Source: an optimization exercise on an open RTL-to-GDS flow (aim: small area, a short achievable clock period and few clock cycles). Production flows keep margins and buffers that such runs may drop. Function was checked by simulation only, so behaviour that the tests miss may differ from the original. Power and IR drop assume default switching activity.

==> job 5712: inputs <==
## ence464_core
module ence464_core (
    input             clk,
    input             rst,         
    input             cmd_valid,
    output            cmd_ready,
    input      [31:0] cmd,
    input      [31:0] ticks,       
    input             full_dh,     
    input             full_dy,     
    input             full_ah,     
    input             full_ay,     
    output reg        rsp_valid,
    output reg [2:0]  rsp_status,
    output reg [15:0] rsp_data,
    output reg [7:0]  rsp_events,
    output reg [3:0]  rsp_fatal,
    output reg [11:0] pub_disp_h,
    output reg [8:0]  pub_disp_y,
    output reg [6:0]  pub_act_h,
    output reg [6:0]  pub_act_y
);
Settings: LEC_CHECK=0, CAP_MARGIN=10, CORE_MARGIN=2, CORE_UTILIZATION=40, CTS_CLUSTER_DIAMETER=80, CTS_CLUSTER_SIZE=30, SLEW_MARGIN=10; clock period 80.0 ns.
standard.sh (not shown) runs the stock make flow with config.mk's settings and CLKGATE_MAP_FILE= SYNTH_SCRIPT=/design/flow/synth_recipe.tcl, a recipe that flattens the netlist after the stock synthesis.
==> flow/flow/run.sh <==
#!/bin/bash
# The standard layout (the standard.sh, all of its steps unchanged), except
# that the ports are buffered with sky130_fd_sc_hd__buf_2 rather than the
# buffer the placer picks by default (a delay cell). Every port still gets its
# own buffer. standard.sh's full output goes to standard.log here; ORFS's own
# per-step logs stay under orfs/logs.
set -e
export BUFFER_PORTS_ARGS="-buffer_cell sky130_fd_sc_hd__buf_2"
bash standard.sh > standard.log 2>&1
==> job 8431: changes against job 5712 <==
Settings changed: CTS_CLUSTER_DIAMETER 80 to 50.
==> qor summary <==
| item | job 5712 | job 8431 |
|---|---|---|
| Sw Ratio | 0.2503 | 0.2443 |
| Net count, final | 7,700 | 7,753 |
| Final worst path period need | 17,320 ps | 17,350 ps |
| Vias | 53,655 | 54,119 |
| Critical hold path startpoint | d_c[3][0]$_DFF_P_ | d_r[5]$_DFF_P_ |
| Clock network fraction of total power | 0.407 | 0.514 |
| All-layer global routing usage | 0.2250 | 0.2279 |
| Critical path data arrival time | 1320 ps | 1350 ps |
| Fraction of layout instances using a drive strength above 1 | 0.08067 | 0.09177 |
| Per-cell via count in the routed design | 5.809 | 5.797 |
| Achievable frequency | 0.05773 GHz | 0.05763 GHz |
| Final-layout non-clock buffer area share | 0.01850 | 0.01802 |
| Total clock network power | 0.320 mW | 0.494 mW |
| Met2 track demand over resource in global routing | 0.3570 | 0.3604 |
| VDD IR-drop max | 0.00001524 V | 0.00001612 V |
| Count of H-tree levels built during CTS | 2 | 3 |
| Int Power | 0.5898 mW | 0.7261 mW |
| Actual slew at the worst max-slew pin | 1222 ps | 1268 ps |
| Multi-input logic portion of the cell area | 0.5770 | 0.5621 |
| Run status | timing/DRC/antenna clean | timing/DRC/antenna clean |
| Mean routed wirelength per cell | 19.94 µm | 19.91 µm |
| FF-to-FF setup slack | 66,250 ps | 66,310 ps |
| Slew HR | 0.1770 | 0.1458 |
Testbench counts of job 5712, summed over its fixed seeds: cycles 31,640.
Testbench counts of job 8431, summed over its fixed seeds: cycles 31,640.


==> tundra: inputs <==
ence464_core, a different RTL version from the one above (not shown whole).
## ence464_core
module ence464_core (
    input             clk,
    input             rst,         
    input             cmd_valid,
    output            cmd_ready,
    input      [31:0] cmd,
    input      [31:0] ticks,       
    input             full_dh,     
    input             full_dy,     
    input             full_ah,     
    input             full_ay,     
    output reg        rsp_valid,
    output reg [2:0]  rsp_status,
    output reg [15:0] rsp_data,
    output reg [7:0]  rsp_events,
    output reg [3:0]  rsp_fatal,
    output reg [11:0] pub_disp_h,
    output reg [8:0]  pub_disp_y,
    output reg [6:0]  pub_act_h,
    output reg [6:0]  pub_act_y
);
Settings: LEC_CHECK=0, CAP_MARGIN=20, CORE_MARGIN=2, CORE_UTILIZATION=40, SLEW_MARGIN=20; clock period 80.0 ns.
run.sh (not shown) runs the stock make flow with config.mk's settings and CLKGATE_MAP_FILE= SYNTH_SCRIPT=/design/flow/synth_recipe.tcl, a recipe that flattens the netlist after the stock synthesis.
Stock flow here: none of the scripts above is used.
==> xenon: changes against tundra <==
--- a/flow/design.v
+++ b/flow/design.v
@@ -194,18 +194,18 @@
     wire signed [9:0]  Ey       = ey + (parked ? 10'sd0 : 10'sd40);
     reg [29:0] el;
     reg [15:0] mh;            
     reg [15:0] mEh;           
     reg [12:0] my;            
     reg [12:0] mEy;           
     reg [10:0] lh;            
     reg [7:0]  ly;            
-    reg signed [32:0] dh;     
-    reg signed [29:0] dy;     
+    reg signed [31:0] dh;     
+    reg signed [28:0] dy;     
     reg        eng_y;         
     reg        pub_h, pub_y;
     reg        vs_h, vs_y;    
     reg [27:0] v_w;           
     reg        v_pend, v_axis_y, v_neg, v_big, v_pub;
     wire ld;                  
     wire [15:0] mh0 = {{2{eh[12]}}, eh, 1'b0};
     wire [12:0] my0 = {{2{ey[9]}}, ey, 1'b0};
@@ -313,33 +313,32 @@
     wire [47:0] ah   = (s2_ctl & clr_h) ? 48'd0 : pidh_i;
     wire [47:0] ay   = (s2_ctl & clr_y) ? 48'd0 : pidy_i;
     wire [49:0] hs_x = {ah[47], ah, 1'b1} + {{16{bd_h[3]}}, mg_h ^ {33{bd_h[3]}}, bd_h[3]};
     wire [49:0] ys_x = {ay[47], ay, 1'b1} + {{16{bd_y[3]}}, mg_y ^ {33{bd_y[3]}}, bd_y[3]};
     wire signed [48:0] hs_sum = hs_x[49:1];
     wire signed [48:0] ys_sum = ys_x[49:1];
     wire signed [48:0] h0_sum = hs_sum;
     wire signed [48:0] y0_sum = ys_sum;
-    wire signed [32:0] dh_nx  = (s2_ctl ? 33'sd0 : (dh <<< 3)) +
+    wire signed [31:0] dh_nx  = (s2_ctl ? 32'sd0 : (dh <<< 3)) +
                                 (bd_Eh[3] ? -$signed({1'b0, mc_h}) : $signed({1'b0, mc_h}));
-    wire signed [29:0] dy_nx  = (s2_ctl ? 30'sd0 : (dy <<< 3)) +
+    wire signed [28:0] dy_nx  = (s2_ctl ? 29'sd0 : (dy <<< 3)) +
                                 (bd_Ey[3] ? -$signed({1'b0, mc_y}) : $signed({1'b0, mc_y}));
     wire signed [48:0] xh     = {hs_sum[37:0], lh};
     wire signed [48:0] xy     = {ys_sum[40:0], ly};
     wire signed [47:0] xh_sat = (xh[48] ^ xh[47]) ? {xh[48], {47{~xh[48]}}} : xh[47:0];
     wire signed [47:0] xy_sat = (xy[48] ^ xy[47]) ? {xy[48], {47{~xy[48]}}} : xy[47:0];
-    wire signed [37:0] vh     = $signed(pidh_i[47:11]) + dh;
-    wire signed [38:0] vy     = $signed(pidy_i[47:10]) + dy;
-    wire               vh_neg = vh[37];
-    assign             vh_lo  = vh[28:0];
-    wire               vh_big = ~vh[37] & ((|vh[36:29]) | ge_vh);
-    wire               vy_neg = vy[38];
-    assign             vy_lo  = {3'b0, vy[25:0]};
-    wire               vy_big = ~vy[38] & ((|vy[37:26]) | ge_vy);
-    wire [27:0]        vy5    = {vy[25:0], 2'b00} + {2'b00, vy[25:0]};
+    wire signed [38:0] vv     = (vs_y ? $signed(pidy_i[47:10]) : $signed(pidh_i[47:11])) +
+                                (vs_y ? $signed(dy) : $signed(dh));
+    wire               vv_neg = vv[38];
+    assign             vh_lo  = vv[28:0];
+    assign             vy_lo  = {3'b0, vv[25:0]};
+    wire               vh_big = ~vv[38] & ((|vv[37:29]) | ge_vh);
+    wire               vy_big = ~vv[38] & ((|vv[37:26]) | ge_vy);
+    wire [27:0]        vy5    = {vv[25:0], 2'b00} + {2'b00, vv[25:0]};
     wire [28:0] dv_t6 = {1'b0, v_w} - {2'b0, Q_UNIT, 6'b0};
     wire [26:0] dv_r6 = dv_t6[28] ? v_w[26:0] : dv_t6[26:0];
     wire [27:0] dv_t5 = {1'b0, dv_r6} - {2'b0, Q_UNIT, 5'b0};
     wire [25:0] dv_r5 = dv_t5[27] ? dv_r6[25:0] : dv_t5[25:0];
     wire [26:0] dv_t4 = {1'b0, dv_r5} - {2'b0, Q_UNIT, 4'b0};
     wire [24:0] dv_r4 = dv_t4[26] ? dv_r5[24:0] : dv_t4[24:0];
     wire [25:0] dv_t3 = {1'b0, dv_r4} - {2'b0, Q_UNIT, 3'b0};
     wire [23:0] dv_r3 = dv_t3[25] ? dv_r4[23:0] : dv_t3[23:0];
@@ -570,25 +569,25 @@
                         pidy_i <= {{2{ys_sum[48]}}, ys_sum[48:3]};
                         ly     <= {ys_sum[2:0], ly[7:3]};
                     end
                 end
             end
             if (vs_h) begin
                 v_pend   <= 1'b1;
                 v_axis_y <= 1'b0;
-                v_neg    <= vh_neg;
+                v_neg    <= vv_neg;
                 v_big    <= vh_big;
-                v_w      <= vh[28:1];
+                v_w      <= vv[28:1];
                 v_pub    <= pub_h;
             end
             if (vs_y) begin
                 v_pend   <= 1'b1;
                 v_axis_y <= 1'b1;
-                v_neg    <= vy_neg;
+                v_neg    <= vv_neg;
                 v_big    <= vy_big;
                 v_w      <= vy5;
                 v_pub    <= pub_y;
             end
             if (go) begin
                 case (op)
                 OP_WR: begin
                     if (sel) begin
==> flow/flow/run.sh (new file) <==
#!/bin/bash
# The standard layout (the standard.sh, all of its steps unchanged), except
# that the ports are buffered with sky130_fd_sc_hd__buf_2 rather than the
# buffer the placer picks by default (a delay cell). Every port still gets its
# own buffer. standard.sh's full output goes to standard.log here; ORFS's own
# per-step logs stay under orfs/logs.
set -e
export BUFFER_PORTS_ARGS="-buffer_cell sky130_fd_sc_hd__buf_2"
bash standard.sh > standard.log 2>&1
==> flow/standard.sh (new file) <==
#!/bin/bash
# synth_recipe.tcl (not shown) runs the flow's synth.tcl, then flattens the netlist and writes it again
# the make line also repeats each setting of config.mk as NAME=value (left out here)
make -C /OpenROAD-flow-scripts/flow DESIGN_CONFIG=/design/flow/config.mk WORK_HOME=/design/flow/orfs CLKGATE_MAP_FILE= SYNTH_SCRIPT=/design/flow/synth_recipe.tcl "${@:-finish}"
- CAP_MARGIN: 20 -> 10
- CTS_CLUSTER_DIAMETER: unset -> 100
- CTS_CLUSTER_SIZE: unset -> 26
- SLEW_MARGIN: 20 -> 10
removed: flow/run.sh
==> ember: changes against tundra <==
--- a/flow/design.v
+++ b/flow/design.v
@@ -194,18 +194,18 @@
     wire signed [9:0]  Ey       = ey + (parked ? 10'sd0 : 10'sd40);
     reg [29:0] el;
     reg [15:0] mh;            
     reg [15:0] mEh;           
     reg [12:0] my;            
     reg [12:0] mEy;           
     reg [10:0] lh;            
     reg [7:0]  ly;            
-    reg signed [32:0] dh;     
-    reg signed [29:0] dy;     
+    reg signed [31:0] dh;     
+    reg signed [28:0] dy;     
     reg        eng_y;         
     reg        pub_h, pub_y;
     reg        vs_h, vs_y;    
     reg [27:0] v_w;           
     reg        v_pend, v_axis_y, v_neg, v_big, v_pub;
     wire ld;                  
     wire [15:0] mh0 = {{2{eh[12]}}, eh, 1'b0};
     wire [12:0] my0 = {{2{ey[9]}}, ey, 1'b0};
@@ -313,33 +313,32 @@
     wire [47:0] ah   = (s2_ctl & clr_h) ? 48'd0 : pidh_i;
     wire [47:0] ay   = (s2_ctl & clr_y) ? 48'd0 : pidy_i;
     wire [49:0] hs_x = {ah[47], ah, 1'b1} + {{16{bd_h[3]}}, mg_h ^ {33{bd_h[3]}}, bd_h[3]};
     wire [49:0] ys_x = {ay[47], ay, 1'b1} + {{16{bd_y[3]}}, mg_y ^ {33{bd_y[3]}}, bd_y[3]};
     wire signed [48:0] hs_sum = hs_x[49:1];
     wire signed [48:0] ys_sum = ys_x[49:1];
     wire signed [48:0] h0_sum = hs_sum;
     wire signed [48:0] y0_sum = ys_sum;
-    wire signed [32:0] dh_nx  = (s2_ctl ? 33'sd0 : (dh <<< 3)) +
+    wire signed [31:0] dh_nx  = (s2_ctl ? 32'sd0 : (dh <<< 3)) +
                                 (bd_Eh[3] ? -$signed({1'b0, mc_h}) : $signed({1'b0, mc_h}));
-    wire signed [29:0] dy_nx  = (s2_ctl ? 30'sd0 : (dy <<< 3)) +
+    wire signed [28:0] dy_nx  = (s2_ctl ? 29'sd0 : (dy <<< 3)) +
                                 (bd_Ey[3] ? -$signed({1'b0, mc_y}) : $signed({1'b0, mc_y}));
     wire signed [48:0] xh     = {hs_sum[37:0], lh};
     wire signed [48:0] xy     = {ys_sum[40:0], ly};
     wire signed [47:0] xh_sat = (xh[48] ^ xh[47]) ? {xh[48], {47{~xh[48]}}} : xh[47:0];
     wire signed [47:0] xy_sat = (xy[48] ^ xy[47]) ? {xy[48], {47{~xy[48]}}} : xy[47:0];
-    wire signed [37:0] vh     = $signed(pidh_i[47:11]) + dh;
-    wire signed [38:0] vy     = $signed(pidy_i[47:10]) + dy;
-    wire               vh_neg = vh[37];
-    assign             vh_lo  = vh[28:0];
-    wire               vh_big = ~vh[37] & ((|vh[36:29]) | ge_vh);
-    wire               vy_neg = vy[38];
-    assign             vy_lo  = {3'b0, vy[25:0]};
-    wire               vy_big = ~vy[38] & ((|vy[37:26]) | ge_vy);
-    wire [27:0]        vy5    = {vy[25:0], 2'b00} + {2'b00, vy[25:0]};
+    wire signed [38:0] vv     = (vs_y ? $signed(pidy_i[47:10]) : $signed(pidh_i[47:11])) +
+                                (vs_y ? $signed(dy) : $signed(dh));
+    wire               vv_neg = vv[38];
+    assign             vh_lo  = vv[28:0];
+    assign             vy_lo  = {3'b0, vv[25:0]};
+    wire               vh_big = ~vv[38] & ((|vv[37:29]) | ge_vh);
+    wire               vy_big = ~vv[38] & ((|vv[37:26]) | ge_vy);
+    wire [27:0]        vy5    = {vv[25:0], 2'b00} + {2'b00, vv[25:0]};
     wire [28:0] dv_t6 = {1'b0, v_w} - {2'b0, Q_UNIT, 6'b0};
     wire [26:0] dv_r6 = dv_t6[28] ? v_w[26:0] : dv_t6[26:0];
     wire [27:0] dv_t5 = {1'b0, dv_r6} - {2'b0, Q_UNIT, 5'b0};
     wire [25:0] dv_r5 = dv_t5[27] ? dv_r6[25:0] : dv_t5[25:0];
     wire [26:0] dv_t4 = {1'b0, dv_r5} - {2'b0, Q_UNIT, 4'b0};
     wire [24:0] dv_r4 = dv_t4[26] ? dv_r5[24:0] : dv_t4[24:0];
     wire [25:0] dv_t3 = {1'b0, dv_r4} - {2'b0, Q_UNIT, 3'b0};
     wire [23:0] dv_r3 = dv_t3[25] ? dv_r4[23:0] : dv_t3[23:0];
@@ -570,25 +569,25 @@
                         pidy_i <= {{2{ys_sum[48]}}, ys_sum[48:3]};
                         ly     <= {ys_sum[2:0], ly[7:3]};
                     end
                 end
             end
             if (vs_h) begin
                 v_pend   <= 1'b1;
                 v_axis_y <= 1'b0;
-                v_neg    <= vh_neg;
+                v_neg    <= vv_neg;
                 v_big    <= vh_big;
-                v_w      <= vh[28:1];
+                v_w      <= vv[28:1];
                 v_pub    <= pub_h;
             end
             if (vs_y) begin
                 v_pend   <= 1'b1;
                 v_axis_y <= 1'b1;
-                v_neg    <= vy_neg;
+                v_neg    <= vv_neg;
                 v_big    <= vy_big;
                 v_w      <= vy5;
                 v_pub    <= pub_y;
             end
             if (go) begin
                 case (op)
                 OP_WR: begin
                     if (sel) begin
==> flow/flow/run.sh (new file) <==
#!/bin/bash
# The standard layout (the standard.sh, all of its steps unchanged), except
# that the ports are buffered with sky130_fd_sc_hd__buf_2 rather than the
# buffer the placer picks by default (a delay cell). Every port still gets its
# own buffer. standard.sh's full output goes to standard.log here; ORFS's own
# per-step logs stay under orfs/logs.
set -e
export BUFFER_PORTS_ARGS="-buffer_cell sky130_fd_sc_hd__buf_2"
bash standard.sh > standard.log 2>&1
==> flow/standard.sh (new file) <==
#!/bin/bash
# synth_recipe.tcl (not shown) runs the flow's synth.tcl, then flattens the netlist and writes it again
# the make line also repeats each setting of config.mk as NAME=value (left out here)
make -C /OpenROAD-flow-scripts/flow DESIGN_CONFIG=/design/flow/config.mk WORK_HOME=/design/flow/orfs CLKGATE_MAP_FILE= SYNTH_SCRIPT=/design/flow/synth_recipe.tcl "${@:-finish}"
removed: flow/run.sh
==> run summary <==
Against xenon, the clock power of tundra is larger by about 60%. Combinational power is about the same in xenon and ember. In via count, tundra and ember hardly differ. Against ember, the worst setup slack of tundra is worse by 0.31 ns.
Testbench counts of tundra, summed over its fixed seeds: cycles 31,640.
Testbench counts of xenon, summed over its fixed seeds: cycles 31,640.
Testbench counts of ember, summed over its fixed seeds: cycles 31,640.

port drivers added, routing unchanged:
No port has a modelled driver above. Below, the same layouts with a new extraction and two added sets of constraints. Step 1 (the two cells are an assumption about what drives the block):
set clk [get_ports {clk}]
set_driving_cell -lib_cell sky130_fd_sc_hd__clkbuf_16 $clk
set_driving_cell -lib_cell sky130_fd_sc_hd__buf_2 [delete_from_list [all_inputs] $clk]
Step 2, shift: input delay + t, output delay - t, t = (earliest + latest rising clock arrival at the registers) / 2. This alone moves slack from input paths to output paths. Three values: ideal ports, drivers, drivers and shift; two values: the first two.
run | t, ns | setup WS [ns] | hold WS [ns] | worst setup path at the end | worst data-port slew with drivers (ns)
job 5712 | 0.770 | 62.677 / 62.595 / 62.271 | 0.335 / 0.335 / 0.335 | input to register | 0.04
job 8431 | 0.822 | 62.648 / 62.566 / 62.246 | 0.328 / 0.328 / 0.328 | input to register | 0.04
tundra | 0.794 | 62.334 / 62.253 / 62.370 | 0.311 / 0.311 / 0.311 | input to register | 0.05
xenon | 0.754 | 62.682 / 62.598 / 62.270 | 0.335 / 0.335 / 0.335 | input to register | 0.04
ember | 0.798 | 62.641 / 62.559 / 62.260 | 0.325 / 0.325 / 0.325 | input to register | 0.04
After both steps every run listed still meets setup and hold. For xenon, which loses most, drivers alone change the setup slack by -0.084 ns; drivers and shift together by -0.412 ns.
